This design comes from an exercise in tuning for small area, a short achievable clock period and few clock cycles on the open sky130 flow, not from production work.
Only simulation tests tie the RTL to the original design; equivalence was not proved.
Power and IR drop assume default switching activity.

[flow/config.mk]
export PLATFORM = sky130hd
export DESIGN_NAME = pwe_encoder
export DESIGN_NICKNAME = pwe_encoder
export VERILOG_FILES = /design/flow/design.v
export SDC_FILE = /design/flow/constraint.sdc
export NUM_CORES = 4
export LEC_CHECK = 0
export CAP_MARGIN = 20
export CORE_MARGIN = 2
export CORE_UTILIZATION = 30
export PLACE_DENSITY = 0.5
export SETUP_SLACK_MARGIN = 3.0
export SLEW_MARGIN = 20
[flow/standard.sh]
#!/bin/bash
# synth_recipe.tcl (not shown) runs the flow's synth.tcl, then flattens the netlist and writes it again
# the make line also repeats each setting of config.mk as NAME=value (left out here)
make -C /OpenROAD-flow-scripts/flow DESIGN_CONFIG=/design/flow/config.mk WORK_HOME=/design/flow/orfs CLKGATE_MAP_FILE= SYNTH_SCRIPT=/design/flow/synth_recipe.tcl "${@:-finish}"
[flow/design.v]
module pwe_encoder (
    input  wire         clk,
    input  wire         rst,
    input  wire         req_valid,
    output wire         req_ready,
    input  wire [15:0]  req_opcode,
    input  wire [15:0]  req_version,
    input  wire [31:0]  req_request_id,
    input  wire [31:0]  f_status,
    input  wire [31:0]  f_word,
    input  wire [31:0]  f_vnet_id,
    input  wire [15:0]  f_vlan_id,
    input  wire [15:0]  f_port,
    input  wire [7:0]   f_src_prefix_len,
    input  wire [7:0]   f_dst_prefix_len,
    input  wire [47:0]  f_mac,
    input  wire [47:0]  f_mac2,
    input  wire [127:0] f_ip,
    input  wire [127:0] f_ip2,
    output wire         tx_valid,
    input  wire         tx_ready,
    output wire [7:0]   tx_data,
    output wire         tx_last,
    output reg          ev_valid,
    output wire [7:0]   ev_code,
    output wire [15:0]  ev_opcode,
    output wire [31:0]  ev_request_id
);
    localparam [7:0] EV_ENCODE_UNKNOWN_OPCODE = 8'h05;
    reg [8:0] cls_r;
    wire op_hi0 = (req_opcode[15:4] == 12'd0);
    wire dcls_p = op_hi0 & ((req_opcode[3:0] == 4'h1) | (req_opcode[3:0] == 4'h2));
    wire dcls_c3 = op_hi0 & ((req_opcode[3:0] == 4'h3));
    wire dcls_c4 = op_hi0 & ((req_opcode[3:0] == 4'h4));
    wire dcls_c5 = op_hi0 & ((req_opcode[3:0] == 4'h5));
    wire dcls_c6 = op_hi0 & ((req_opcode[3:0] == 4'h6));
    wire dcls_c9 = op_hi0 & ((req_opcode[3:0] == 4'h9));
    wire dcls_cc = op_hi0 & ((req_opcode[3:0] == 4'hC));
    wire dcls_ce = op_hi0 & ((req_opcode[3:0] == 4'hE));
    wire dcls_cf = op_hi0 & ((req_opcode[3:0] == 4'hF));
    wire dknown = dcls_p | dcls_c3 | dcls_c4 | dcls_c5 | dcls_c6 | dcls_c9 | dcls_cc | dcls_ce | dcls_cf;
    wire [8:0] dcls = {dcls_p, dcls_c3, dcls_c4, dcls_c5, dcls_c6, dcls_c9, dcls_cc, dcls_ce, dcls_cf};
    wire cls_p = cls_r[8];
    wire cls_c3 = cls_r[7];
    wire cls_c4 = cls_r[6];
    wire cls_c5 = cls_r[5];
    wire cls_c6 = cls_r[4];
    wire cls_c9 = cls_r[3];
    wire cls_cc = cls_r[2];
    wire cls_ce = cls_r[1];
    wire cls_cf = cls_r[0];
    wire [5:0] psz = ({6{cls_p}} & 6'd0) | ({6{cls_c3}} & 6'd12) | ({6{cls_c4}} & 6'd20) | ({6{cls_c5}} & 6'd24) | ({6{cls_c6}} & 6'd28) | ({6{cls_c9}} & 6'd20) | ({6{cls_cc}} & 6'd4) | ({6{cls_ce}} & 6'd40) | ({6{cls_cf}} & 6'd46);
    reg        fresh;         
    reg        known_r;       
    reg        ev_p;          
    reg [3:0]  fl;            
    reg [7:0]  fh;            
    reg        cfetch;        
    reg        cpend;         
    reg [15:0] hw_r;
    reg [31:0] crc;
    reg [3:0]  bcnt;          
    reg        hdr_done;      
    reg        bfull;         
    reg        blast;         
    reg        bsel;          
    reg [8:0]  q0, q1;        
    reg        q0v, q1v;
    reg        rdy;           
    wire h_0 = fl[0] & fh[0];
    wire h_1 = fl[1] & fh[0];
    wire h_2 = fl[2] & fh[0];
    wire h_3 = fl[3] & fh[0];
    wire h_4 = fl[0] & fh[1];
    wire h_5 = fl[1] & fh[1];
    wire h_6 = fl[2] & fh[1];
    wire h_7 = fl[3] & fh[1];
    wire h_8 = fl[0] & fh[2];
    wire h_9 = fl[1] & fh[2];
    wire h_10 = fl[2] & fh[2];
    wire h_11 = fl[3] & fh[2];
    wire h_12 = fl[0] & fh[3];
    wire h_13 = fl[1] & fh[3];
    wire h_14 = fl[2] & fh[3];
    wire h_15 = fl[3] & fh[3];
    wire h_16 = fl[0] & fh[4];
    wire h_17 = fl[1] & fh[4];
    wire h_18 = fl[2] & fh[4];
    wire h_19 = fl[3] & fh[4];
    wire h_20 = fl[0] & fh[5];
    wire h_21 = fl[1] & fh[5];
    wire h_22 = fl[2] & fh[5];
    wire h_23 = fl[3] & fh[5];
    wire h_24 = fl[0] & fh[6];
    wire h_25 = fl[1] & fh[6];
    wire h_26 = fl[2] & fh[6];
    wire h_27 = fl[3] & fh[6];
    wire h_28 = fl[0] & fh[7];
    wire h_29 = fl[1] & fh[7];
    wire h_30 = fl[2] & fh[7];
    wire h_31 = fl[3] & fh[7];
    wire at_last = (cls_p & h_7) | (cls_c3 & h_13) | (cls_c4 & h_17) | (cls_c5 & h_19) | (cls_c6 & h_21) | (cls_c9 & h_17) | (cls_cc & h_9) | (cls_ce & h_27) | (cls_cf & h_30);
    reg [35:0] sel_r;       
    wire [15:0] hw =
        ({16{sel_r[0]}} & req_version) |
        ({16{sel_r[1]}} & req_opcode) |
        ({16{sel_r[2]}} & {10'd0, psz}) |
        ({16{sel_r[3]}} & req_request_id[31:16]) |
        ({16{sel_r[4]}} & req_request_id[15:0]) |
        ({16{sel_r[5]}} & f_mac[47:32]) |
        ({16{sel_r[6]}} & f_mac[31:16]) |
        ({16{sel_r[7]}} & f_mac[15:0]) |
        ({16{sel_r[8]}} & f_vnet_id[31:16]) |
        ({16{sel_r[9]}} & f_vnet_id[15:0]) |
        ({16{sel_r[10]}} & f_status[15:0]) |
        ({16{sel_r[11]}} & f_port) |
        ({16{sel_r[12]}} & f_ip[127:112]) |
        ({16{sel_r[13]}} & f_ip[111:96]) |
        ({16{sel_r[14]}} & f_ip[95:80]) |
        ({16{sel_r[15]}} & f_ip[79:64]) |
        ({16{sel_r[16]}} & f_ip[63:48]) |
        ({16{sel_r[17]}} & f_ip[47:32]) |
        ({16{sel_r[18]}} & f_ip[31:16]) |
        ({16{sel_r[19]}} & f_ip[15:0]) |
        ({16{sel_r[20]}} & f_word[31:16]) |
        ({16{sel_r[21]}} & f_word[15:0]) |
        ({16{sel_r[22]}} & f_status[31:16]) |
        ({16{sel_r[23]}} & f_vlan_id) |
        ({16{sel_r[24]}} & f_ip2[127:112]) |
        ({16{sel_r[25]}} & f_ip2[111:96]) |
        ({16{sel_r[26]}} & f_ip2[95:80]) |
        ({16{sel_r[27]}} & f_ip2[79:64]) |
        ({16{sel_r[28]}} & f_ip2[63:48]) |
        ({16{sel_r[29]}} & f_ip2[47:32]) |
        ({16{sel_r[30]}} & f_ip2[31:16]) |
        ({16{sel_r[31]}} & f_ip2[15:0]) |
        ({16{sel_r[32]}} & {f_src_prefix_len, f_dst_prefix_len}) |
        ({16{sel_r[33]}} & f_mac2[47:32]) |
        ({16{sel_r[34]}} & f_mac2[31:16]) |
        ({16{sel_r[35]}} & f_mac2[15:0]);
    function [31:0] crc32_byte;
        input [31:0] c;
        input [7:0]  b;
        integer i;
        reg [31:0] r;
        begin
            r = c ^ {24'd0, b};
            for (i = 0; i < 8; i = i + 1)
                r = r[0] ? ((r >> 1) ^ 32'hEDB88320) : (r >> 1);
            crc32_byte = r;
        end
    endfunction
    wire [31:0] crc_next = crc32_byte(crc32_byte(crc, hw_r[15:8]), hw_r[7:0]);
    wire [31:0] crc_fin  = ~crc;
    reg [7:0] hbyte;
    always @(*) begin
        case (bcnt)
            4'd0:  hbyte = req_version[15:8];
            4'd1:  hbyte = req_version[7:0];
            4'd3:  hbyte = {4'd0, req_opcode[3:0]};
            4'd7:  hbyte = {2'd0, psz};
            4'd8:  hbyte = req_request_id[31:24];
            4'd9:  hbyte = req_request_id[23:16];
            4'd10: hbyte = req_request_id[15:8];
            4'd11: hbyte = req_request_id[7:0];
            4'd12: hbyte = crc_fin[31:24];
            4'd13: hbyte = crc_fin[23:16];
            4'd14: hbyte = crc_fin[15:8];
            4'd15: hbyte = crc_fin[7:0];
            default: hbyte = 8'd0;
        endcase
    end
    wire crc_ok   = ~cfetch & ~cpend;
    wire hdr_ok   = ~bcnt[3] | ~bcnt[2] | crc_ok;        
    wire space    = ~q1v;
    wire push_h   = known_r & space & ~hdr_done & hdr_ok;
    wire push_b   = known_r & space & hdr_done & bfull;
    wire push     = push_h | push_b;
    wire last_h   = cls_p & (bcnt == 4'd15);
    wire last_b   = bsel & blast;
    wire [8:0] pbyte = hdr_done ? {last_b, bsel ? hw_r[7:0] : hw_r[15:8]} : {last_h, hbyte};
    wire bfet     = ~cfetch & ~cls_p & ~blast & (~bfull | push_b & bsel);
    wire pop      = q0v & tx_ready;
    wire finish   = rdy | ev_valid;
    wire adv      = req_valid | ~fresh;                  
    assign req_ready = rdy | ev_valid;
    assign tx_valid  = q0v;
    assign tx_data   = q0[7:0];
    assign tx_last   = q0[8];
    assign ev_code       = EV_ENCODE_UNKNOWN_OPCODE;
    assign ev_opcode     = hw_r;
    assign ev_request_id = crc;
    always @(posedge clk) begin
        if (fresh)
            cls_r <= dcls;
        if (cfetch | bfet)
            hw_r <= hw;
        if (fresh)
            crc <= req_request_id | {32{dknown}};
        else if (cpend & known_r)
            crc <= crc_next;
        if (q1v) begin
            if (pop)
                q0 <= q1;
        end else if (push & (pop | ~q0v)) begin
            q0 <= pbyte;
        end else if (push) begin
            q1 <= pbyte;
        end
    end
    reg        fresh_n, known_n, ev_p_n, ev_n, cfetch_n, cpend_n;
    reg        hdr_done_n, bfull_n, blast_n, bsel_n, q0v_n, q1v_n;
    reg [3:0]  fl_n, bcnt_n;
    reg [7:0]  fh_n;
    always @(*) begin
        fresh_n    = fresh;
        known_n    = known_r;
        ev_p_n     = fresh & req_valid & ~dknown;
        ev_n       = ev_p;
        fl_n       = fl;
        fh_n       = fh;
        cfetch_n   = cfetch;
        cpend_n    = cpend;
        bcnt_n     = bcnt;
        hdr_done_n = hdr_done;
        bfull_n    = bfull;
        blast_n    = blast;
        bsel_n     = bsel;
        q0v_n      = q0v;
        q1v_n      = q1v;
        if (q1v) begin
            if (pop)
                q1v_n = 1'b0;
        end else if (push & (pop | ~q0v)) begin
            q0v_n = 1'b1;
        end else if (push) begin
            q1v_n = 1'b1;
        end else if (pop) begin
            q0v_n = 1'b0;
        end
        if (finish) begin
            fresh_n    = 1'b1;
            known_n    = 1'b0;
            fl_n       = 4'b0001;
            fh_n       = 8'b00000001;
            cfetch_n   = 1'b1;
            cpend_n    = 1'b0;
            bcnt_n     = 4'd0;
            hdr_done_n = 1'b0;
            bfull_n    = 1'b0;
            blast_n    = 1'b0;
            bsel_n     = 1'b0;
        end else begin
            if (fresh & req_valid) begin
                fresh_n = 1'b0;
                known_n = dknown;
            end
            cpend_n = cfetch & adv;
            if (cfetch & adv) begin
                if (~fresh & at_last) begin
                    cfetch_n = 1'b0;
                    fl_n     = 4'b0001;
                    fh_n     = 8'b00000100;
                end else begin
                    fl_n = {fl[2:0], fl[3]};
                    if (fl[3])
                        fh_n = {fh[6:0], fh[7]};
                end
            end
            if (bfet) begin
                fl_n    = {fl[2:0], fl[3]};
                if (fl[3])
                    fh_n = {fh[6:0], fh[7]};
                bfull_n = 1'b1;
                blast_n = at_last;
            end else if (push_b & bsel)
                bfull_n = 1'b0;
            if (push_h) begin
                bcnt_n = bcnt + 4'd1;
                if (bcnt == 4'd15)
                    hdr_done_n = 1'b1;
            end
            if (push_b)
                bsel_n = ~bsel;
        end
        if (rst) begin
            fresh_n    = 1'b1;
            known_n    = 1'b0;
            ev_p_n     = 1'b0;
            ev_n       = 1'b0;
            fl_n       = 4'b0001;
            fh_n       = 8'b00000001;
            cfetch_n   = 1'b1;
            cpend_n    = 1'b0;
            bcnt_n     = 4'd0;
            hdr_done_n = 1'b0;
            bfull_n    = 1'b0;
            blast_n    = 1'b0;
            bsel_n     = 1'b0;
            q0v_n      = 1'b0;
            q1v_n      = 1'b0;
        end
    end
    wire rdy_n = known_r & ~finish & ~rst & ~q1v_n &
                 (~hdr_done_n & cls_p & (bcnt_n == 4'd15) & ~cfetch_n & ~cpend_n |
                  hdr_done_n & bfull_n & bsel_n & blast_n);
    wire hn_0 = fl_n[0] & fh_n[0];
    wire hn_1 = fl_n[1] & fh_n[0];
    wire hn_2 = fl_n[2] & fh_n[0];
    wire hn_3 = fl_n[3] & fh_n[0];
    wire hn_4 = fl_n[0] & fh_n[1];
    wire hn_5 = fl_n[1] & fh_n[1];
    wire hn_6 = fl_n[2] & fh_n[1];
    wire hn_7 = fl_n[3] & fh_n[1];
    wire hn_8 = fl_n[0] & fh_n[2];
    wire hn_9 = fl_n[1] & fh_n[2];
    wire hn_10 = fl_n[2] & fh_n[2];
    wire hn_11 = fl_n[3] & fh_n[2];
    wire hn_12 = fl_n[0] & fh_n[3];
    wire hn_13 = fl_n[1] & fh_n[3];
    wire hn_14 = fl_n[2] & fh_n[3];
    wire hn_15 = fl_n[3] & fh_n[3];
    wire hn_16 = fl_n[0] & fh_n[4];
    wire hn_17 = fl_n[1] & fh_n[4];
    wire hn_18 = fl_n[2] & fh_n[4];
    wire hn_19 = fl_n[3] & fh_n[4];
    wire hn_20 = fl_n[0] & fh_n[5];
    wire hn_21 = fl_n[1] & fh_n[5];
    wire hn_22 = fl_n[2] & fh_n[5];
    wire hn_23 = fl_n[3] & fh_n[5];
    wire hn_24 = fl_n[0] & fh_n[6];
    wire hn_25 = fl_n[1] & fh_n[6];
    wire hn_26 = fl_n[2] & fh_n[6];
    wire hn_27 = fl_n[3] & fh_n[6];
    wire hn_28 = fl_n[0] & fh_n[7];
    wire hn_29 = fl_n[1] & fh_n[7];
    wire hn_30 = fl_n[2] & fh_n[7];
    wire hn_31 = fl_n[3] & fh_n[7];
    wire cn_p = cls_r[8];
    wire cn_c3 = cls_r[7];
    wire cn_c4 = cls_r[6];
    wire cn_c5 = cls_r[5];
    wire cn_c6 = cls_r[4];
    wire cn_c9 = cls_r[3];
    wire cn_cc = cls_r[2];
    wire cn_ce = cls_r[1];
    wire cn_cf = cls_r[0];
    wire [35:0] sel_n;
    assign sel_n[0] = hn_0;
    assign sel_n[1] = hn_1;
    assign sel_n[2] = hn_3;
    assign sel_n[3] = hn_4;
    assign sel_n[4] = hn_5;
    assign sel_n[5] = (cn_c3 & hn_8) | (cn_c6 & hn_10) | (cn_cf & hn_16);
    assign sel_n[6] = (cn_c3 & hn_9) | (cn_c6 & hn_11) | (cn_cf & hn_17);
    assign sel_n[7] = (cn_c3 & hn_10) | (cn_c6 & hn_12) | (cn_cf & hn_18);
    assign sel_n[8] = (cn_c3 & hn_12) | (cn_c5 & hn_18) | (cn_ce & hn_8) | (cn_cf & hn_12);
    assign sel_n[9] = (cn_c3 & hn_13) | (cn_c5 & hn_19) | (cn_ce & hn_9) | (cn_cf & hn_13);
    assign sel_n[10] = (cn_c4 & hn_8) | (cn_c6 & hn_9) | (cn_cc & hn_9) | (cn_cf & hn_9);
    assign sel_n[11] = (cn_c4 & hn_9) | (cn_c6 & hn_13) | (cn_cf & hn_22);
    assign sel_n[12] = (cn_c4 & hn_10) | (cn_c5 & hn_8) | (cn_c6 & hn_14) | (cn_c9 & hn_10) | (cn_ce & hn_12) | (cn_cf & hn_23);
    assign sel_n[13] = (cn_c4 & hn_11) | (cn_c5 & hn_9) | (cn_c6 & hn_15) | (cn_c9 & hn_11) | (cn_ce & hn_13) | (cn_cf & hn_24);
    assign sel_n[14] = (cn_c4 & hn_12) | (cn_c5 & hn_10) | (cn_c6 & hn_16) | (cn_c9 & hn_12) | (cn_ce & hn_14) | (cn_cf & hn_25);
    assign sel_n[15] = (cn_c4 & hn_13) | (cn_c5 & hn_11) | (cn_c6 & hn_17) | (cn_c9 & hn_13) | (cn_ce & hn_15) | (cn_cf & hn_26);
    assign sel_n[16] = (cn_c4 & hn_14) | (cn_c5 & hn_12) | (cn_c6 & hn_18) | (cn_c9 & hn_14) | (cn_ce & hn_16) | (cn_cf & hn_27);
    assign sel_n[17] = (cn_c4 & hn_15) | (cn_c5 & hn_13) | (cn_c6 & hn_19) | (cn_c9 & hn_15) | (cn_ce & hn_17) | (cn_cf & hn_28);
    assign sel_n[18] = (cn_c4 & hn_16) | (cn_c5 & hn_14) | (cn_c6 & hn_20) | (cn_c9 & hn_16) | (cn_ce & hn_18) | (cn_cf & hn_29);
    assign sel_n[19] = (cn_c4 & hn_17) | (cn_c5 & hn_15) | (cn_c6 & hn_21) | (cn_c9 & hn_17) | (cn_ce & hn_19) | (cn_cf & hn_30);
    assign sel_n[20] = (cn_c5 & hn_16) | (cn_c9 & hn_8) | (cn_cf & hn_10);
    assign sel_n[21] = (cn_c5 & hn_17) | (cn_c9 & hn_9) | (cn_cf & hn_11);
    assign sel_n[22] = (cn_c6 & hn_8) | (cn_cc & hn_8) | (cn_cf & hn_8);
    assign sel_n[23] = (cn_ce & hn_10) | (cn_cf & hn_14);
    assign sel_n[24] = (cn_ce & hn_20);
    assign sel_n[25] = (cn_ce & hn_21);
    assign sel_n[26] = (cn_ce & hn_22);
    assign sel_n[27] = (cn_ce & hn_23);
    assign sel_n[28] = (cn_ce & hn_24);
    assign sel_n[29] = (cn_ce & hn_25);
    assign sel_n[30] = (cn_ce & hn_26);
    assign sel_n[31] = (cn_ce & hn_27);
    assign sel_n[32] = (cn_cf & hn_15);
    assign sel_n[33] = (cn_cf & hn_19);
    assign sel_n[34] = (cn_cf & hn_20);
    assign sel_n[35] = (cn_cf & hn_21);
    always @(posedge clk)
        sel_r <= sel_n;
    always @(posedge clk) begin
        fresh    <= fresh_n;
        known_r  <= known_n;
        ev_p     <= ev_p_n;
        ev_valid <= ev_n;
        fl       <= fl_n;
        fh       <= fh_n;
        cfetch   <= cfetch_n;
        cpend    <= cpend_n;
        bcnt     <= bcnt_n;
        hdr_done <= hdr_done_n;
        bfull    <= bfull_n;
        blast    <= blast_n;
        bsel     <= bsel_n;
        q0v      <= q0v_n;
        q1v      <= q1v_n;
        rdy      <= rdy_n;
    end
endmodule
[flow/flow/run.sh]
#!/bin/bash
# Standard ORFS layout; the port buffers are the smallest buffer cell
# (buf_1) instead of the cell buffer_ports picks by default.
set -euo pipefail
bash standard.sh "BUFFER_PORTS_ARGS=-buffer_cell sky130_fd_sc_hd__buf_1" finish > orfs_make.log 2>&1
[flow/constraint.sdc]
create_clock -name core_clock -period 6.0 [get_ports {clk}]
set_input_delay 1.2000 -clock core_clock [delete_from_list [all_inputs] [get_ports {clk}]]
set_output_delay 1.2000 -clock core_clock [all_outputs]
set_load 0.01 [all_outputs]
==> impl_summary.txt, run 1 <==
----------------------------------------------------
[STA]
  Max-slew headroom at the worst pin ... 0.0870
  Final hold viol count ... 0
  Actual transition at the worst max-transition pin ... 1360 ps
  Worst clock skew on the final layout ... 14.7 ps
  Final Setup Violations ... 0
  Unrepaired setup endpoints after global routing ... yes
  Final worst-path cycle share ... 0.536
  Pins over their slew limit ... 0
  Achievable frequency ... 0.311 GHz
  Sum of negative setup slack ... 0 ps
  Post-route minimum period ... 3220 ps

[Min path]
  Startpoint of the worst hold path ... ev_p$_SDFF_PP0_
  Endpoint with the worst hold slack ... ev_valid$_SDFF_PP0_
  Number of cells traversed by the worst hold path ... 1
  Path type of the worst min-delay path ... register to register

[Synthesis]
  #FFs+latches synth ... 140
  Synthesized instance count ... 1224
  Post-synthesis mux area share ... 0.0212
  Async S/R FF share, synth ... 0
  Most frequently used flop master after synthesis ... sky130_fd_sc_hd__edfxtp_1
  Seq/Total Area, Yosys ... 0.322
  Synth Area in Simple Gates ... 0.138
  Cell taking the most area after synthesis ... sky130_fd_sc_hd__edfxtp_1
  Most common library cells after synthesis ... 222 x sky130_fd_sc_hd__a22oi_1, 109 x sky130_fd_sc_hd__clkbuf_1, 88 x sky130_fd_sc_hd__xnor2_1
  Distinct cell type count of the synthesized netlist ... 71
  Fraction of synthesized cell area in xor and xnor cells ... 0.141
  Arithmetic-cell share of the synthesized area counting full adders, half adders and majority gates ... 0.00566
  Complex-gate fraction of the synthesized area ... 0.319
  Post-synthesis cell area ... 11000 um2
  Mean cell area of the mapped netlist ... 9.02 um2
  Number of flops mapped to enable cells by yosys ... 75
  Main combinational cell family by area after synthesis ... compound AO/OA/AOI/OAI gates
  Warning count from the yosys run ... 1
  Largest cells by area after synthesis ... sky130_fd_sc_hd__edfxtp_1 20%, sky130_fd_sc_hd__a22oi_1 15%, sky130_fd_sc_hd__dfxtp_1 12%
  Most repeated cell in the gate-level netlist after synthesis ... sky130_fd_sc_hd__a22oi_1
  Portion of synthesized cell area occupied by the leading cell type ... 0.204

[Floorplanning]
  Vertical die dimension ... 196 um
  Total I/O pin count ... 632
  Chip width ... 196 um
  Placeable core area ... 36400 um2
  Overall die area ... 38400 um2
  Initial cell density of the core ... 0.303
  Rows ... 70

[Final layout]
  Net total in the final layout ... 2378
  Fraction of layout cells with a size suffix above 1 ... 0.0906
  Area grow syn2layout ... 34.0%
  Count of fill cells added during filler insertion ... 3928

[Global route]
  Largest net degree at the start of global routing ... 33
  Number of antenna violations at the first check in global routing ... 15
  Total GRT Usage ... 0.502
  Wire length of the first global-routing pass ... 128000 um
  Via count of the first global-routing pass ... 14200
  Total grt overflow ... 0

[Drt]
  WL per Instance ... 43.3 um
  Detailed Route Iter0 Violations ... 2538
  Via-per-instance ratio ... 6.72
  Residual DRC count ... 0
  Via Count ... 15500
  Antenna viol nets, final ... 0
  Final routed wirelength across all metal layers ... 99700 um
  Number of iterations in the first detailed-routing pass ... 7

[Pwr]
  Overall power of the completed layout ... 0.0103 W
  Total power density per cell area ... 699 nW/um2
  Static leakage ... 4.91 nW
  Worst supply voltage drop on vdd ... 570 uV

[Setup path]
  Worst Path Arrival ... 3390 ps
  Critical path class ... register to register
  Worst r2r src ... sel_r[7]$_DFF_P_
  Maximum fanout along the worst path ... 13
  Kind of start point of the critical path ... register
  Worst r2r path cells ... 6
  Setup crit start ... sel_r[7]$_DFF_P_
  Endpoint of the lowest-slack register-to-register path ... hw_r[6]$_DFFE_PP_
  Crit path capture type ... register
  Setup slack, reg-to-reg ... 2780 ps
  Req. time, crit path ... 6170 ps

[Placed design]
  # port buffers ... 623
  Sum of net half-perimeters after detailed placement ... 82400 um
  Routability cong. ... 1.09

[CTS]
  CTS tree ... built
  Clock slew at reported path FFs ... 60 ps
  Clock latency reported for the late side of the worst-skew pair ... 470 ps
  Clock H-tree levels ... 4
  Hold-fix buffers, CTS ... 0
  Maximum clock insertion buffer count ... 2
  Buffer type at the clock tree root ... sky130_fd_sc_hd__clkbuf_16
  Number of clock sinks ... 140
  Num CTS Buffers ... 17

[Job]
  Count of max-cap constraint violations ... 0

[Run status]
  Status ... no timing/DRC/antenna violations

----------------------------------------------------
## power breakdown
group	switching (W)	leakage, nW	total [W]	internal [W]
Clock	0.000473	0.296	0.00112	0.000646
Sequential	0.000309	1.29	0.00162	0.00131
Combinational	0.00395	3.33	0.00760	0.00365
## placed cells by master, fill, tap and decap left out, drive strengths merged, types with 7 or more instances in the layout
cell type / n
edfxtp: 75
conb: 8
inv: 24
xor2: 30
nor3: 11
diode: 10
dfxtp: 65
nand2b: 9
a222oi: 18
a22oi: 222
xnor2: 102
nand2: 65
o22ai: 13
and3: 20
mux2: 17
a21oi: 34
nor4: 17
a32oi: 10
and2: 11
a22o: 38
nand3: 41
buf: 682
o21ai: 45
a221oi: 31
o211ai: 7
nor2: 52
nand4: 55
clkbuf: 27
## per-layer routing
| layer | share of wire | GRT usage | up-vias |
|---|---|---|---|
| met4 | 0.12 | 0.510 | 6 |
| met1 | 0.35 | 0.593 | 7628 |
| met2 | 0.42 | 0.748 | 1444 |
| met3 | 0.10 | 0.101 | 356 |
| met5 | 0.00039 | 0 | - |
| li1 | - | - | 6027 |
## sequential cells by signal (all words and copies together), names as in the netlist, 4 cells and up
register,count
bcnt,4
hw_r,16
fh,8
q0,9
q1,9
cls_r,9
fl,4
crc,32
sel_r,36
## final cells by class
| class | count | area [um2] | share of cell area |
|---|---|---|---|
| Antenna cell | 10 | 25.0 | 0.00169 |
| Clock buffer | 26 | 558 | 0.0377 |
| Clock inverter | 6 | 46.3 | 0.00313 |
| Inverter | 25 | 98.8 | 0.00668 |
| Multi-Input combinational cell | 942 | 7120 | 0.481 |
| Sequential cell | 140 | 3560 | 0.241 |
| Tap cell | 468 | 586 | 0.0396 |
| Timing Repair Buffer | 683 | 2800 | 0.189 |
## worst max path at each step
stage,end,slack (ps)
after floorplan,sel_r[13]$_DFF_P_,3030
after detailed placement,crc[24]$_DFFE_PP_,2350
after CTS,sel_r[13]$_DFF_P_,2950
final,hw_r[6]$_DFFE_PP_,2780
after global routing,crc[15]$_DFFE_PP_,2980
after global placement,crc[7]$_DFFE_PP_,2390
## cells by family after synthesis
kind of cell    count (synthesis)
flops                         140
other cells                     2
compound gates                471
buf+inv                       148
xor+xnor                      140
fa+ha+maj                       5
simple gates                  298
mux                            20
## per-stage QoR
stage / setup slack, ps / instance area, um2 / utilization / hold slack [ps] / cells
after CTS: 2950 / 14600 / 0.401 / 440 / 2281
after global placement: 2390 / 13800 / 0.379 / 429 / 2240
after detailed placement: 2350 / 13800 / 0.380 / 425 / 2240
final: 2780 / 14800 / 0.406 / 439 / 2300
after global routing: 2980 / 14800 / 0.406 / 470 / 2296
after floorplan: 3030 / 11100 / - / 414 / 1230
## timing repair
action / 4_1_cts / 5_1_grt
pin swaps: 2 / 2
endpoints found under the setup margin: 94 / 58
buffers inserted: 9 / 8
cloned: 0 / 0
gates resized for setup: 23 / 14
## critical path, cell delays in order, from the launching register on
cell and delay, ps:
sky130_fd_sc_hd__dfxtp_1 620, sky130_fd_sc_hd__buf_4 340, sky130_fd_sc_hd__a22o_1 210, sky130_fd_sc_hd__a221oi_1 370
sky130_fd_sc_hd__nand3_1 120, sky130_fd_sc_hd__nor4_1 1150, sky130_fd_sc_hd__nand2_1 110
Testbench counts, summed over its fixed seeds: cycles 147,057.
==> inputs of run 2 (changes only) <==
--- a/flow/config.mk
+++ b/flow/config.mk
@@ -9,5 +9,5 @@
 export CORE_MARGIN = 2
 export CORE_UTILIZATION = 30
 export PLACE_DENSITY = 0.5
-export SETUP_SLACK_MARGIN = 3.0
+export SETUP_SLACK_MARGIN = 3.3
 export SLEW_MARGIN = 20
==> run 2 against run 1 <==
  * Still clean
  * Combinational power is 21% higher
  * Fmax is 12% higher
  * Synthesized cell count stayed put
  * Clock skew is 3.7 ps higher
  * Power is 15% higher
  * Setup slack better by 340 ps
  * Die area stayed put
  * Non-clock buffer count is 59 higher
  * Worst hold slack better by 2.0 ps
  * Sequential cell count stayed put
  * Sequential share of layout area is 1.4 points lower
  * Core utilization is 2.6 points higher
  * Critical path type unchanged
  * Critical endpoint is now hw_r[9]$_DFFE_PP_
  * Largest cell class unchanged
==> impl_summary.txt, run 2 <==
----------------------------------------------------
[Run status]
  Status ... no timing/DRC/antenna violations (unchanged)

[Final layout]
  Footprint of the multi-input gates ... 7530 um2 (was 7120 um2)
  Biggest regs ... sel_r x36, crc x32, hw_r x16 (unchanged)
  Register cell area after layout ... 3570 um2 (was 3560 um2)
  Most common library cell in the layout ignoring fill and taps ... sky130_fd_sc_hd__buf_1 (unchanged)
  Number of flip-flops in the largest register ... 36 (unchanged)
  Net total in the final layout ... 2438 (was 2378)
  Fraction of layout cells with a size suffix above 1 ... 0.149 (was 0.0906)
  Commonest cells after routing, fill and taps aside ... 621 x sky130_fd_sc_hd__buf_1, 216 x sky130_fd_sc_hd__a22oi_1, 108 x sky130_fd_sc_hd__buf_4 (was 623 x sky130_fd_sc_hd__buf_1, 221 x sky130_fd_sc_hd__a22oi_1, 82 x sky130_fd_sc_hd__xnor2_1)
  Area grow syn2layout ... 42.7% (was 34.0%)
  Count of fill cells added during filler insertion ... 3837 (was 3928)
  Top register by number of flip-flops ... sel_r (unchanged)

[CTS]
  Clock slew at reported path FFs ... 70 ps (was 60 ps)
  Buffer type at the clock tree root ... sky130_fd_sc_hd__clkbuf_16 (unchanged)
  Clock latency reported for the late side of the worst-skew pair ... 470 ps (about the same)
  CTS tree ... built (unchanged)
  Num CTS Buffers ... 17 (unchanged)
  Hold-fix buffers, CTS ... 0 (unchanged)
  Clock H-tree levels ... 4 (unchanged)
  Number of clock sinks ... 140 (unchanged)
  Maximum clock insertion buffer count ... 2 (unchanged)

[Placed design]
  Worst Setup Slack post-DPL ... 2480 ps (was 2350 ps)
  Sum of net half-perimeters after detailed placement ... 82800 um (was 82400 um)
  # port buffers ... 623 (unchanged)
  Routability cong. ... 1.08 (was 1.09)

[Synthesis]
  #FFs+latches synth ... 140 (unchanged)
  Number of flops mapped to enable cells by yosys ... 75 (unchanged)
  Mean cell area of the mapped netlist ... 9.02 um2 (unchanged)
  Post-synthesis mux area share ... 0.0212 (unchanged)
  Async S/R FF share, synth ... 0 (unchanged)
  Synthesized instance count ... 1224 (unchanged)
  Distinct cell type count of the synthesized netlist ... 71 (unchanged)
  Seq/Total Area, Yosys ... 0.322 (unchanged)
  Most frequently used flop master after synthesis ... sky130_fd_sc_hd__edfxtp_1 (unchanged)
  Most common library cells after synthesis ... 222 x sky130_fd_sc_hd__a22oi_1, 109 x sky130_fd_sc_hd__clkbuf_1, 88 x sky130_fd_sc_hd__xnor2_1 (unchanged)
  Warning count from the yosys run ... 1 (unchanged)
  Main combinational cell family by area after synthesis ... compound AO/OA/AOI/OAI gates (unchanged)
  Most repeated cell in the gate-level netlist after synthesis ... sky130_fd_sc_hd__a22oi_1 (unchanged)
  Cell taking the most area after synthesis ... sky130_fd_sc_hd__edfxtp_1 (unchanged)
  Synth Area in Simple Gates ... 0.138 (unchanged)
  Portion of synthesized cell area occupied by the leading cell type ... 0.204 (unchanged)
  Complex-gate fraction of the synthesized area ... 0.319 (unchanged)
  Post-synthesis cell area ... 11000 um2 (unchanged)
  Arithmetic-cell share of the synthesized area counting full adders, half adders and majority gates ... 0.00566 (unchanged)
  Largest cells by area after synthesis ... sky130_fd_sc_hd__edfxtp_1 20%, sky130_fd_sc_hd__a22oi_1 15%, sky130_fd_sc_hd__dfxtp_1 12% (unchanged)
  Fraction of synthesized cell area in xor and xnor cells ... 0.141 (unchanged)

[Drt]
  Final routed wirelength across all metal layers ... 102000 um (was 99700 um)
  Via Count ... 15700 (was 15500)
  Number of iterations in the first detailed-routing pass ... 9 (was 7)
  Antenna viol nets, final ... 0 (unchanged)
  WL per Instance ... 43.1 um (was 43.3 um)
  Residual DRC count ... 0 (unchanged)
  Via-per-instance ratio ... 6.64 (was 6.72)
  Detailed Route Iter0 Violations ... 2237 (was 2538)

[Pwr]
  Net switching power figure ... 0.00532 W (was 0.00473 W)
  Total power density per cell area ... 754 nW/um2 (was 699 nW/um2)
  Worst supply voltage drop on vdd ... 759 uV (was 570 uV)
  Internal power of the cells ... 0.00657 W (was 0.00561 W)
  Fraction of power consumed by combinational cells ... 0.773 (was 0.735)
  Power share of the sequential group ... 0.133 (was 0.157)
  Static leakage ... 5.40 nW (was 4.91 nW)
  Switching share of power ... 0.448 (was 0.458)
  Clock Power Share ... 0.094 (was 0.108)

[STA]
  Actual transition at the worst max-transition pin ... 1130 ps (was 1360 ps)
  Pins over their slew limit ... 0 (unchanged)
  Post-route setup slack ... 3130 ps (was 2780 ps)
  Achievable frequency ... 0.348 GHz (was 0.311 GHz)
  Final worst-path cycle share ... 0.479 (was 0.536)
  Unrepaired setup endpoints after global routing ... yes (unchanged)
  Final hold viol count ... 0 (unchanged)
  Final Setup Violations ... 0 (unchanged)
  Max-slew headroom at the worst pin ... 0.242 (was 0.0870)
  Worst clock skew on the final layout ... 18.4 ps (was 14.7 ps)
  Post-route minimum period ... 2870 ps (was 3220 ps)
  Sum of negative setup slack ... 0 ps (unchanged)

[Floorplanning]
  Total I/O pin count ... 632 (unchanged)
  Overall die area ... 38400 um2 (unchanged)
  Vertical die dimension ... 196 um (unchanged)
  Chip width ... 196 um (unchanged)
  Rows ... 70 (unchanged)
  Initial cell density of the core ... 0.303 (unchanged)
  Placeable core area ... 36400 um2 (unchanged)

[Min path]
  Path type of the worst min-delay path ... register to register (unchanged)
  Number of cells traversed by the worst hold path ... 1 (unchanged)

[Setup path]
  Worst r2r path cells ... 5 (was 6)
  Worst Path Arrival ... 3070 ps (was 3390 ps)
  Maximum fanout along the worst path ... 12 (was 13)
  Number of cells on the critical path ... 5 (was 6)
  Critical path class ... register to register (unchanged)
  Dominant delay contributor by cell family on the critical path ... simple AND/OR/NAND/NOR gates (unchanged)
  Kind of start point of the critical path ... register (unchanged)
  Worst stage delay on the critical path ... 670 ps (was 1150 ps)
  Req. time, crit path ... 6190 ps (was 6170 ps)
  WP buf/inv ... 1 (unchanged)
  CP Cell Sequence ... buf_4 > a22oi_1 > nand4_1 > nor4_1 > nand2_1 (was buf_4 > a22o_1 > a221oi_1 > nand3_1 > nor4_1 > nand2_1)
  Standard cell with the maximum stage delay on the critical path ... sky130_fd_sc_hd__a22oi_1 (was sky130_fd_sc_hd__nor4_1)
  Crit path capture type ... register (unchanged)

[Global route]
  Number of antenna violations at the first check in global routing ... 11 (was 15)
  Largest net degree at the start of global routing ... 34 (was 33)
  Via count of the first global-routing pass ... 14700 (was 14200)
  Total GRT Usage ... 0.517 (was 0.502)
  Total grt overflow ... 0 (unchanged)
  Wire length of the first global-routing pass ... 131000 um (was 128000 um)

[Job]
  Count of max-cap constraint violations ... 0 (unchanged)

----------------------------------------------------
[run 2: cell counts after synthesis]
Identical to the previous run, type by type.
[run 2: worst paths after layout]
kind                         start             endpoint  slack (ps)
setup / recovery  sel_r[9]$_DFF_P_    hw_r[9]$_DFFE_PP_        3130
hold / removal     ev_p$_SDFF_PP0_  ev_valid$_SDFF_PP0_         440
setup reg to reg  sel_r[9]$_DFF_P_    hw_r[9]$_DFFE_PP_        3130
hold reg to reg    ev_p$_SDFF_PP0_  ev_valid$_SDFF_PP0_         440
[run 2: power by group through the flow]
stage / combinational, W / clock [W] / sequential (W)
final: 0.00919 / 0.00112 / 0.00158
after detailed placement: 0.00724 / 0 / 0.00161
after global routing: 0.00953 / 0.00114 / 0.00159
after global placement: 0.00729 / 0 / 0.00161
after CTS: 0.00847 / 0.00111 / 0.00158
after floorplan: 0.00543 / 0 / 0.00152
[run 2: cell type report]
type	instances	share of cell area
multi-input combinational	943	0.478
tap	468	0.0372
antenna	10	0.00159
timing repair buffer	742	0.213
inverter	25	0.00635
clock inverter	6	0.00286
clock buffer	26	0.0346
sequential	140	0.226
[run 2: repair_timing]
action / 4_1_cts / 5_1_grt
endpoints found under the setup margin: 142 / 88
pin swaps: 17 / 11
endpoints found under the hold margin: 0 / 0
buffers inserted: 52 / 26
gates resized for setup: 63 / 44
cloned: 1 / 0
[run 2: per-stage QoR]
step | area, um2 | util | instances | hold WS [ps] | power (W)
after global placement | 13800 | 0.380 | 2239 | 422 | 0.00890
after global routing | 15800 | 0.432 | 2357 | 448 | 0.0123
after CTS | 15300 | 0.419 | 2324 | 438 | 0.0112
after floorplan | 11100 | - | 1230 | 414 | 0.00696
after detailed placement | 13800 | 0.380 | 2239 | 423 | 0.00885
final | 15800 | 0.433 | 2360 | 441 | 0.0119
[run 2: logic make-up after synthesis]
logic type	count (synthesis)
AO/OA/AOI/OAI	471
AND/OR/NAND/NOR	298
buffers and inverters	148
XOR/XNOR	140
flip-flops	140
multiplexers	20
adder cells (fa/ha/maj)	5
other	2
[run 2: per-layer routing]
| layer | part of all wire | wire [um] | track usage | up-vias |
|---|---|---|---|---|
| met1 | 0.35 | 35400 | 0.596 | 7703 |
| met3 | 0.11 | 10900 | 0.140 | 403 |
| met2 | 0.42 | 42400 | 0.759 | 1416 |
| met4 | 0.13 | 13100 | 0.521 | 0 |
| met5 | 0 | 0 | 0 | - |
| li1 | - | - | - | 6155 |
==> inputs of run 3 (changes only) <==
--- a/flow/design.v
+++ b/flow/design.v
@@ -1,4 +1,4 @@
-module pwe_encoder (
+module pwe_core (
     input  wire         clk,
     input  wire         rst,
     input  wire         req_valid,
@@ -301,7 +301,7 @@
             q1v_n      = 1'b0;
         end
     end
-    wire rdy_n = known_r & ~finish & ~rst & ~q1v_n &
+    wire rdy_n = known_n & ~q1v_n &
                  (~hdr_done_n & cls_p & (bcnt_n == 4'd15) & ~cfetch_n & ~cpend_n |
                   hdr_done_n & bfull_n & bsel_n & blast_n);
     wire hn_0 = fl_n[0] & fh_n[0];
@@ -336,15 +336,16 @@
     wire hn_29 = fl_n[1] & fh_n[7];
     wire hn_30 = fl_n[2] & fh_n[7];
     wire hn_31 = fl_n[3] & fh_n[7];
-    wire cn_p = cls_r[8];
-    wire cn_c3 = cls_r[7];
-    wire cn_c4 = cls_r[6];
-    wire cn_c5 = cls_r[5];
-    wire cn_c6 = cls_r[4];
-    wire cn_c9 = cls_r[3];
-    wire cn_cc = cls_r[2];
-    wire cn_ce = cls_r[1];
-    wire cn_cf = cls_r[0];
+    wire [8:0] cls_n = fresh ? dcls : cls_r;
+    wire cn_p = cls_n[8];
+    wire cn_c3 = cls_n[7];
+    wire cn_c4 = cls_n[6];
+    wire cn_c5 = cls_n[5];
+    wire cn_c6 = cls_n[4];
+    wire cn_c9 = cls_n[3];
+    wire cn_cc = cls_n[2];
+    wire cn_ce = cls_n[1];
+    wire cn_cf = cls_n[0];
     wire [35:0] sel_n;
     assign sel_n[0] = hn_0;
     assign sel_n[1] = hn_1;
@@ -403,3 +404,75 @@
         rdy      <= rdy_n;
     end
 endmodule
+module pwe_encoder (
+    input  wire         clk,
+    input  wire         rst,
+    input  wire         req_valid,
+    output wire         req_ready,
+    input  wire [15:0]  req_opcode,
+    input  wire [15:0]  req_version,
+    input  wire [31:0]  req_request_id,
+    input  wire [31:0]  f_status,
+    input  wire [31:0]  f_word,
+    input  wire [31:0]  f_vnet_id,
+    input  wire [15:0]  f_vlan_id,
+    input  wire [15:0]  f_port,
+    input  wire [7:0]   f_src_prefix_len,
+    input  wire [7:0]   f_dst_prefix_len,
+    input  wire [47:0]  f_mac,
+    input  wire [47:0]  f_mac2,
+    input  wire [127:0] f_ip,
+    input  wire [127:0] f_ip2,
+    output wire         tx_valid,
+    input  wire         tx_ready,
+    output wire [7:0]   tx_data,
+    output wire         tx_last,
+    output wire         ev_valid,
+    output wire [7:0]   ev_code,
+    output wire [15:0]  ev_opcode,
+    output wire [31:0]  ev_request_id
+);
+    reg         b_full;
+    reg [15:0]  b_opcode, b_version, b_vlan_id, b_port;
+    reg [31:0]  b_request_id, b_status, b_word, b_vnet_id;
+    reg [7:0]   b_src_prefix_len, b_dst_prefix_len;
+    reg [47:0]  b_mac, b_mac2;
+    reg [127:0] b_ip, b_ip2;
+    wire        c_ready;
+    assign req_ready = ~b_full | c_ready;
+    wire take = req_valid & req_ready;
+    always @(posedge clk) begin
+        if (rst)
+            b_full <= 1'b0;
+        else if (take)
+            b_full <= 1'b1;
+        else if (c_ready)
+            b_full <= 1'b0;
+        if (take) begin
+            b_opcode         <= req_opcode;
+            b_version        <= req_version;
+            b_request_id     <= req_request_id;
+            b_status         <= f_status;
+            b_word           <= f_word;
+            b_vnet_id        <= f_vnet_id;
+            b_vlan_id        <= f_vlan_id;
+            b_port           <= f_port;
+            b_src_prefix_len <= f_src_prefix_len;
+            b_dst_prefix_len <= f_dst_prefix_len;
+            b_mac            <= f_mac;
+            b_mac2           <= f_mac2;
+            b_ip             <= f_ip;
+            b_ip2            <= f_ip2;
+        end
+    end
+    pwe_core core (
+        .clk(clk), .rst(rst),
+        .req_valid(b_full), .req_ready(c_ready), .req_opcode(b_opcode),
+        .req_version(b_version), .req_request_id(b_request_id),
+        .f_status(b_status), .f_word(b_word), .f_vnet_id(b_vnet_id), .f_vlan_id(b_vlan_id),
+        .f_port(b_port), .f_src_prefix_len(b_src_prefix_len), .f_dst_prefix_len(b_dst_prefix_len),
+        .f_mac(b_mac), .f_mac2(b_mac2), .f_ip(b_ip), .f_ip2(b_ip2),
+        .tx_valid(tx_valid), .tx_ready(tx_ready), .tx_data(tx_data), .tx_last(tx_last),
+        .ev_valid(ev_valid), .ev_code(ev_code), .ev_opcode(ev_opcode), .ev_request_id(ev_request_id)
+    );
+endmodule
--- a/flow/config.mk
+++ b/flow/config.mk
@@ -9,5 +9,5 @@
 export CORE_MARGIN = 2
 export CORE_UTILIZATION = 30
 export PLACE_DENSITY = 0.5
-export SETUP_SLACK_MARGIN = 3.3
+export SETUP_SLACK_MARGIN = 3.2
 export SLEW_MARGIN = 20
==> run 3 against run 2 <==
  * Final cell count rose by 58%
  * Via count up 29%
  * Sequential cell count rose by 561
  * Sequential power rose to 4.0 times the previous value
  * Power is 66% higher
  * Clock skew rose by 14 ps
  * Wire length is 24% higher
  * Fmax up 3.9%
==> impl_summary.txt, run 3 <==
----------------------------------------------------
[Synthesis]
  Warning count from the yosys run ... 2 (was 1)
  Most repeated cell in the gate-level netlist after synthesis ... sky130_fd_sc_hd__edfxtp_1 (was sky130_fd_sc_hd__a22oi_1)
  Most common library cells after synthesis ... 627 x sky130_fd_sc_hd__edfxtp_1, 219 x sky130_fd_sc_hd__a22oi_1, 107 x sky130_fd_sc_hd__clkbuf_1 (was 222 x sky130_fd_sc_hd__a22oi_1, 109 x sky130_fd_sc_hd__clkbuf_1, 88 x sky130_fd_sc_hd__xnor2_1)
  #FFs+latches synth ... 701 (was 140)
  Seq/Total Area, Yosys ... 0.731 (was 0.322)
  Portion of synthesized cell area occupied by the leading cell type ... 0.678 (was 0.204)
  Largest cells by area after synthesis ... sky130_fd_sc_hd__edfxtp_1 68%, sky130_fd_sc_hd__a22oi_1 5.9%, sky130_fd_sc_hd__dfxtp_1 5.3% (was sky130_fd_sc_hd__edfxtp_1 20%, sky130_fd_sc_hd__a22oi_1 15%, sky130_fd_sc_hd__dfxtp_1 12%)
  Cell taking the most area after synthesis ... sky130_fd_sc_hd__edfxtp_1 (unchanged)
  Number of flops mapped to enable cells by yosys ... 627 (was 75)
  Synthesized instance count ... 1788 (was 1224)
  Mean cell area of the mapped netlist ... 15.5 um2 (was 9.02 um2)
  Distinct cell type count of the synthesized netlist ... 66 (was 71)
  Async S/R FF share, synth ... 0 (unchanged)
  Post-synthesis cell area ... 27800 um2 (was 11000 um2)
  Most frequently used flop master after synthesis ... sky130_fd_sc_hd__edfxtp_1 (unchanged)

[Global route]
  Via count of the first global-routing pass ... 20600 (was 14700)
  Number of antenna violations at the first check in global routing ... 18 (was 11)
  Total GRT Usage ... 0.260 (was 0.517)
  Largest net degree at the start of global routing ... 139 (was 34)
  Total grt overflow ... 0 (unchanged)
  Wire length of the first global-routing pass ... 168000 um (was 131000 um)

[Floorplanning]
  Chip width ... 308 um (was 196 um)
  Overall die area ... 95000 um2 (was 38400 um2)
  Total I/O pin count ... 632 (unchanged)
  Vertical die dimension ... 308 um (was 196 um)
  Placeable core area ... 91700 um2 (was 36400 um2)
  Rows ... 111 (was 70)
  Initial cell density of the core ... 0.303 (about the same)

[Final layout]
  Final core utilization ... 0.381 (was 0.433)
  Area grow syn2layout ... 25.8% (was 42.7%)
  Count of fill cells added during filler insertion ... 8869 (was 3837)
  Footprint of the multi-input gates ... 7310 um2 (was 7530 um2)
  Commonest cells after routing, fill and taps aside ... 627 x sky130_fd_sc_hd__edfxtp_1, 622 x sky130_fd_sc_hd__buf_1, 216 x sky130_fd_sc_hd__a22oi_1 (was 621 x sky130_fd_sc_hd__buf_1, 216 x sky130_fd_sc_hd__a22oi_1, 108 x sky130_fd_sc_hd__buf_4)
  Biggest regs ... b_ip2 x128, b_ip x128 (was sel_r x36, crc x32, hw_r x16)
  Register cell area after layout ... 20300 um2 (was 3570 um2)
  Most common library cell in the layout ignoring fill and taps ... sky130_fd_sc_hd__edfxtp_1 (was sky130_fd_sc_hd__buf_1)
  Fraction of layout cells with a size suffix above 1 ... 0.115 (was 0.149)
  Net total in the final layout ... 3035 (was 2438)
  Non-filler instance count after layout ... 3719 (was 2360)

[Pwr]
  Static leakage ... 11.3 nW (was 5.40 nW)
  Overall power of the completed layout ... 0.0197 W (was 0.0119 W)
  Total power density per cell area ... 565 nW/um2 (was 754 nW/um2)
  Worst supply voltage drop on vdd ... 867 uV (was 759 uV)

[Setup path]
  Setup slack, reg-to-reg ... 3240 ps (was 3130 ps)
  CP Cell Sequence ... xor2_1 > xnor3_1 > xor3_2 > xor2_4 > xor2_1 > xnor2_1 > mux2i_1 (was buf_4 > a22oi_1 > nand4_1 > nor4_1 > nand2_1)
  Endpoint of the lowest-slack register-to-register path ... core.crc[19]$_DFFE_PP_ (was hw_r[9]$_DFFE_PP_)
  Kind of start point of the critical path ... register (unchanged)
  Req. time, crit path ... 6400 ps (was 6190 ps)
  Worst r2r src ... core.crc[3]$_DFFE_PP_ (was sel_r[9]$_DFF_P_)
  Crit path capture type ... register (unchanged)
  Critical path class ... register to register (unchanged)
  Maximum fanout along the worst path ... 4 (was 12)
  Dominant delay contributor by cell family on the critical path ... XOR/XNOR gates (was simple AND/OR/NAND/NOR gates)
  Worst r2r path cells ... 7 (was 5)
  Standard cell with the maximum stage delay on the critical path ... sky130_fd_sc_hd__xnor3_1 (was sky130_fd_sc_hd__a22oi_1)
  WP buf/inv ... 0 (was 1)
  Worst Path Arrival ... 3160 ps (was 3070 ps)
  Dominant cell type by count on the critical path ... sky130_fd_sc_hd__xor2_1
  Worst stage delay on the critical path ... 580 ps (was 670 ps)

[Placed design]
  Worst Setup Slack post-DPL ... 2450 ps (was 2480 ps)
  Routability cong. ... 0.944 (was 1.08)
  Dpl cells ... 3538 (was 2239)
  Sum of net half-perimeters after detailed placement ... 93900 um (was 82800 um)
  # port buffers ... 623 (unchanged)

[CTS]
  Clock latency reported for the late side of the worst-skew pair ... 670 ps (was 470 ps)
  Maximum clock insertion buffer count ... 3 (was 2)
  Num CTS Buffers ... 79 (was 17)
  Clock H-tree levels ... 3 (was 4)
  Clock slew at reported path FFs ... 70 ps (about the same)
  Hold-fix buffers, CTS ... 0 (unchanged)
  CTS tree ... built (unchanged)
  Buffer type at the clock tree root ... sky130_fd_sc_hd__clkbuf_16 (unchanged)
  Number of clock sinks ... 701 (was 140)

[Drt]
  Via-per-instance ratio ... 5.45 (was 6.64)
  Residual DRC count ... 0 (unchanged)
  WL per Instance ... 33.9 um (was 43.1 um)
  Final routed wirelength across all metal layers ... 126000 um (was 102000 um)
  Number of iterations in the first detailed-routing pass ... 6 (was 9)
  Detailed Route Iter0 Violations ... 2381 (was 2237)
  Via Count ... 20300 (was 15700)
  Antenna viol nets, final ... 0 (unchanged)

[Job]
  Count of max-cap constraint violations ... 0 (unchanged)

[STA]
  Final worst-path cycle share ... 0.461 (was 0.479)
  Actual transition at the worst max-transition pin ... 1000 ps (was 1130 ps)
  Worst clock skew on the final layout ... 32.1 ps (was 18.4 ps)
  Final hold viol count ... 0 (unchanged)
  Post-route setup slack ... 3240 ps (was 3130 ps)
  Sum of negative setup slack ... 0 ps (unchanged)
  Achievable frequency ... 0.362 GHz (was 0.348 GHz)
  Max-slew headroom at the worst pin ... 0.332 (was 0.242)
  Unrepaired setup endpoints after global routing ... yes (unchanged)
  Final Setup Violations ... 0 (unchanged)
  Pins over their slew limit ... 0 (unchanged)
  Post-route minimum period ... 2760 ps (was 2870 ps)

[Min path]
  Startpoint of the worst hold path ... core.ev_p$_SDFF_PP0_ (was ev_p$_SDFF_PP0_)
  Endpoint with the worst hold slack ... core.ev_valid$_SDFF_PP0_ (was ev_valid$_SDFF_PP0_)
  Number of cells traversed by the worst hold path ... 1 (unchanged)
  Path type of the worst min-delay path ... register to register (unchanged)

[Run status]
  Status ... no timing/DRC/antenna violations (unchanged)

----------------------------------------------------
==> run 3: worst max path at each step <==
stage / from / to / slack [ps] / cells after the start
2_1_floorplan: req_valid / b_dst_prefix_len[0]$_DFFE_PP_ / 490 / 1
3_3_place_gp: rst / core.sel_r[13]$_DFF_P_ / 2460 / 5
3_5_place_dp: rst / core.sel_r[17]$_DFF_P_ / 2450 / 5
4_1_cts: b_request_id[15]$_DFFE_PP_ / core.hw_r[15]$_DFFE_PP_ / 3130 / 4
5_1_grt: core.hw_r[13]$_DFFE_PP_ / core.crc[19]$_DFFE_PP_ / 3150 / 8
6_report: core.crc[3]$_DFFE_PP_ / core.crc[19]$_DFFE_PP_ / 3240 / 7
==> run 3: worst register-to-register path, stage by stage, from the launching register on <==
cell and delay [ps]:
sky130_fd_sc_hd__edfxtp_1 520, sky130_fd_sc_hd__xor2_1 230, sky130_fd_sc_hd__xnor3_1 580, sky130_fd_sc_hd__xor3_2 390, sky130_fd_sc_hd__xor2_4 310, sky130_fd_sc_hd__xor2_1 240
sky130_fd_sc_hd__xnor2_1 150, sky130_fd_sc_hd__mux2i_1 80
==> run 3: logic make-up after synthesis <==
logic type	after synthesis	share of synthesized area
and+or+nand+nor	297	0.0533
other	2	0.000270
DFF	701	0.731
AOI/OAI and AO/OA	474	0.128
xor gates and xnor gates	139	0.0554
buffers and inverters	147	0.0210
muxes	23	0.00870
adders and majority gates	5	0.00225
==> run 3: timing repair <==
action | 4_1_cts | 5_1_grt
cloned | 0 | 1
endpoints found under the setup margin | 70 | 121
pin swaps | 12 | 4
setup buffers | 16 | 15
resized for setup | 45 | 35
==> run 3: layer usage <==
| layer | vias to the layer above | wire length, um | global-route usage |
|---|---|---|---|
| li1 | 8539 | - | - |
| met1 | 10300 | 50500 | 0.330 |
| met2 | 1130 | 61000 | 0.434 |
| met3 | 241 | 10000 | 0.0621 |
| met4 | 22 | 4620 | 0.0918 |
| met5 | - | 141 | 0 |
==> run 3: through the flow <==
| step | instance area [um2] | hold WS (ps) |
|---|---|---|
| CTS | 34600 | 439 |
| global route | 34900 | 462 |
| detailed placement | 31600 | 425 |
| floorplan | 27800 | 414 |
| global placement | 31600 | 432 |
| finish | 34900 | 441 |
==> run 3: area by class of cell <==
class	count	area share
repair buffers	709	0.0894
well taps	1186	0.0425
clock buffers	97	0.0594
inverters	29	0.00315
clock inverters	45	0.0143
diodes	6	0.000430
flip-flops and latches	701	0.582
multi-input cells	946	0.209
==> run 3: report_power, final <==
part	switching (W)	leakage, nW	internal [W]
combinational	0.00429	3.45	0.00430
clock	0.00208	1.25	0.00279
sequential	0.000416	6.62	0.00587
Testbench counts of run 3, summed over its fixed seeds: cycles 147,065.

==> afterwards: timing with drivers on the ports <==
No port has a modelled driver above. Below, the same layouts with a new extraction and two added sets of constraints.
Step 1 sets driving cells, clkbuf_16 on the clock port and buf_2 on the other inputs (assumed; they add their load-dependent delay and slew).
Step 2 times the ports against the registers' clock, not the clock port: input delays grow and output delays shrink by t, the midpoint of the rising clock arrivals with the driver on.
Slacks: no drivers / after step 1 / after step 2; pairs: no drivers / after step 1.
| run | shift t [ns] | setup WS [ns] | latest minus earliest clock arrival (ns) | worst data-port slew with drivers (ns) | pins driven straight from the clock port |
|---|---|---|---|---|---|
| run 1 | 0.518 | 2.782 / 2.782 / 2.423 | 0.014 / 0.015 | 0.17 | 1 |
| run 2 | 0.523 | 3.127 / 3.127 / 2.719 | 0.019 / 0.018 | 0.19 | 1 |
| run 3 | 0.723 | 3.236 / 3.195 / 2.666 | 0.032 / 0.032 | 0.15 | 1 |
After both steps setup and hold are still met in every run listed. For run 3, which loses most, drivers alone change the setup slack by -0.041 ns; drivers and shift together by -0.570 ns.
